This is an optimization exercise on Yosys and OpenROAD, whose aim is small area, a short achievable clock period and few clock cycles per item, not a production implementation. The RTL was checked by simulation tests, not by an equivalence proof against the original design. No activity file was given, so power comes from the tool's default toggle rates.

Design s8b_encoder, start of the top module:
module s8b_encoder (
    input  wire        clk,
    input  wire        rst,
    input  wire        in_valid,
    output wire        in_ready,
    input  wire [31:0] in_data,
    output wire        out_valid,
    input  wire        out_ready,
    output wire [63:0] out_word,
    output wire        out_last
);
==> flow/config.mk <==
export PLATFORM = sky130hd
export DESIGN_NAME = s8b_encoder
export DESIGN_NICKNAME = s8b_encoder
export VERILOG_FILES = /design/flow/design.v
export SDC_FILE = /design/flow/constraint.sdc
export NUM_CORES = 4
export LEC_CHECK = 0
export CAP_MARGIN = 20
export CORE_MARGIN = 2
export CORE_UTILIZATION = 40
export SETUP_SLACK_MARGIN = 5
export SLEW_MARGIN = 20
export TNS_END_PERCENT = 5
==> flow/constraint.sdc <==
create_clock -name core_clock -period 8.0 [get_ports {clk}]
set_input_delay 1.6000 -clock core_clock [delete_from_list [all_inputs] [get_ports {clk}]]
set_output_delay 1.6000 -clock core_clock [all_outputs]
set_load 0.01 [all_outputs]
standard.sh (not shown) runs the stock make flow with config.mk's settings and CLKGATE_MAP_FILE= SYNTH_SCRIPT=/design/flow/synth_recipe.tcl, a recipe that flattens the netlist after the stock synthesis.
==> flow/flow/run.sh <==
#!/bin/bash
# The standard layout (standard.sh: ORFS synthesis through finish, unchanged), except
# that buffer_ports makes the input and output port buffers from sky130_fd_sc_hd__buf_4
# cells instead of the delay-cell buffer it picks by default. Every port still gets its
# own buffer. make's full output goes to standard.log in this folder; the ORFS steps
# keep their own logs under orfs/logs.
set -euo pipefail
export BUFFER_PORTS_ARGS="-buffer_cell sky130_fd_sc_hd__buf_4"
bash standard.sh "BUFFER_PORTS_ARGS=-buffer_cell sky130_fd_sc_hd__buf_4" finish > standard.log 2>&1
The starting point produced a clean layout.
Testbench counts at the start, summed over its fixed seeds: cycles 24,799, items 24,576.
Then changed:
==> flow/flow/run.sh (replaced) <==
#!/bin/bash
# The standard layout (standard.sh: ORFS synthesis through finish, unchanged), except
# that buffer_ports makes the input and output port buffers from sky130_fd_sc_hd__buf_1
# cells instead of the delay-cell buffer it picks by default. Every port still gets its
# own buffer. make's full output goes to standard.log in this folder; the ORFS steps
# keep their own logs under orfs/logs.
set -euo pipefail
export BUFFER_PORTS_ARGS="-buffer_cell sky130_fd_sc_hd__buf_1"
bash standard.sh "BUFFER_PORTS_ARGS=-buffer_cell sky130_fd_sc_hd__buf_1" finish > standard.log 2>&1
--- a/flow/config.mk
+++ b/flow/config.mk
@@ -10,2 +10,4 @@
 export CORE_UTILIZATION = 40
+export CTS_CLUSTER_DIAMETER = 80
+export CTS_CLUSTER_SIZE = 24
 export SETUP_SLACK_MARGIN = 5
What happened:
- The changed run finished with timing, DRC and antenna clean
- clock skew is about the same
- cell area decreases by a few percent
- die area stays the same
- routed wire length increases slightly
- global-route usage decreases by 0.28 points
- total power decreases by roughly a tenth
- area after synthesis does not change
- sequential power barely changes


## violet
Starting RTL as in the previous note.
Settings: LEC_CHECK=0, CAP_MARGIN=20, CORE_MARGIN=2, CORE_UTILIZATION=40, SETUP_SLACK_MARGIN=5, SLEW_MARGIN=20, TNS_END_PERCENT=5; clock period 8.0 ns.
run.sh (not shown) runs the stock make flow with config.mk's settings and CLKGATE_MAP_FILE= SYNTH_SCRIPT=/design/flow/synth_recipe.tcl, a recipe that flattens the netlist after the stock synthesis.
Stock flow here: none of the scripts above is used.
In summary, violet completed successfully, with a layout that passed the timing, design-rule and antenna checks.
Testbench counts of violet, summed over its fixed seeds: cycles 24,799, items 24,576.
## Diff of input files: quartz against violet
Settings: CTS_CLUSTER_DIAMETER newly set to 100; CTS_CLUSTER_SIZE newly set to 30.
==> flow/flow/run.sh (new file) <==
#!/bin/bash
# The standard layout (standard.sh: ORFS synthesis through finish, unchanged), except
# that buffer_ports makes the input and output port buffers from sky130_fd_sc_hd__buf_1
# cells instead of the delay-cell buffer it picks by default. Every port still gets its
# own buffer. make's full output goes to standard.log in this folder; the ORFS steps
# keep their own logs under orfs/logs.
set -euo pipefail
export BUFFER_PORTS_ARGS="-buffer_cell sky130_fd_sc_hd__buf_1"
bash standard.sh "BUFFER_PORTS_ARGS=-buffer_cell sky130_fd_sc_hd__buf_1" finish > standard.log 2>&1
==> flow/standard.sh (new file) <==
#!/bin/bash
# synth_recipe.tcl (not shown) runs the flow's synth.tcl, then flattens the netlist and writes it again
# the make line also repeats each setting of config.mk as NAME=value (left out here)
make -C /OpenROAD-flow-scripts/flow DESIGN_CONFIG=/design/flow/config.mk WORK_HOME=/design/flow/orfs CLKGATE_MAP_FILE= SYNTH_SCRIPT=/design/flow/synth_recipe.tcl "${@:-finish}"
removed: flow/run.sh
Findings:
quartz went all the way through the flow, and no timing, DRC or antenna check failed.
Compared with violet, quartz ends up with a smaller final cell area.
Higher worst reg-to-reg path cell count goes to violet over quartz.
| fraction of met1 tracks used by global routing | lower: quartz |
Going from violet to quartz, sequential share of layout area +2.8 points; number of global-route vias before repair -about 1.7%; internal power component -19%; critical path depth -1.

-- afterwards: timing with drivers on the ports --
The flow's constraints put no driver on any port. The routed layouts listed below were extracted and timed again, unchanged, in two steps. Step 1 (the two cells are an assumption about what drives the block):
set clk [get_ports {clk}]
set_driving_cell -lib_cell sky130_fd_sc_hd__clkbuf_16 $clk
set_driving_cell -lib_cell sky130_fd_sc_hd__buf_2 [delete_from_list [all_inputs] $clk]
Step 2, shift: input delay + t, output delay - t, t = (earliest + latest rising clock arrival at the registers) / 2. This alone moves slack from input paths to output paths. Slacks: no drivers / after step 1 / after step 2; pairs: no drivers / after step 1.
run | t, ns | setup WS [ns] | hold WS [ns] | clock arrival spread, ns
the first run of note 1 | 0.675 | 4.771 / 4.771 / 4.356 | 0.489 / 0.489 / 0.489 | 0.031 / 0.031
the second run of note 1 | 0.687 | 4.676 / 4.676 / 4.448 | 0.493 / 0.493 / 0.493 | 0.029 / 0.030
violet | 0.657 | 4.745 / 4.745 / 4.459 | 0.481 / 0.481 / 0.481 | 0.038 / 0.039
quartz | 0.643 | 4.748 / 4.748 / 4.450 | 0.489 / 0.489 / 0.489 | 0.040 / 0.040
After both steps every run listed still meets setup and hold. For the first run of note 1, which loses most, drivers alone change the setup slack by 0.000 ns; drivers and shift together by -0.415 ns.
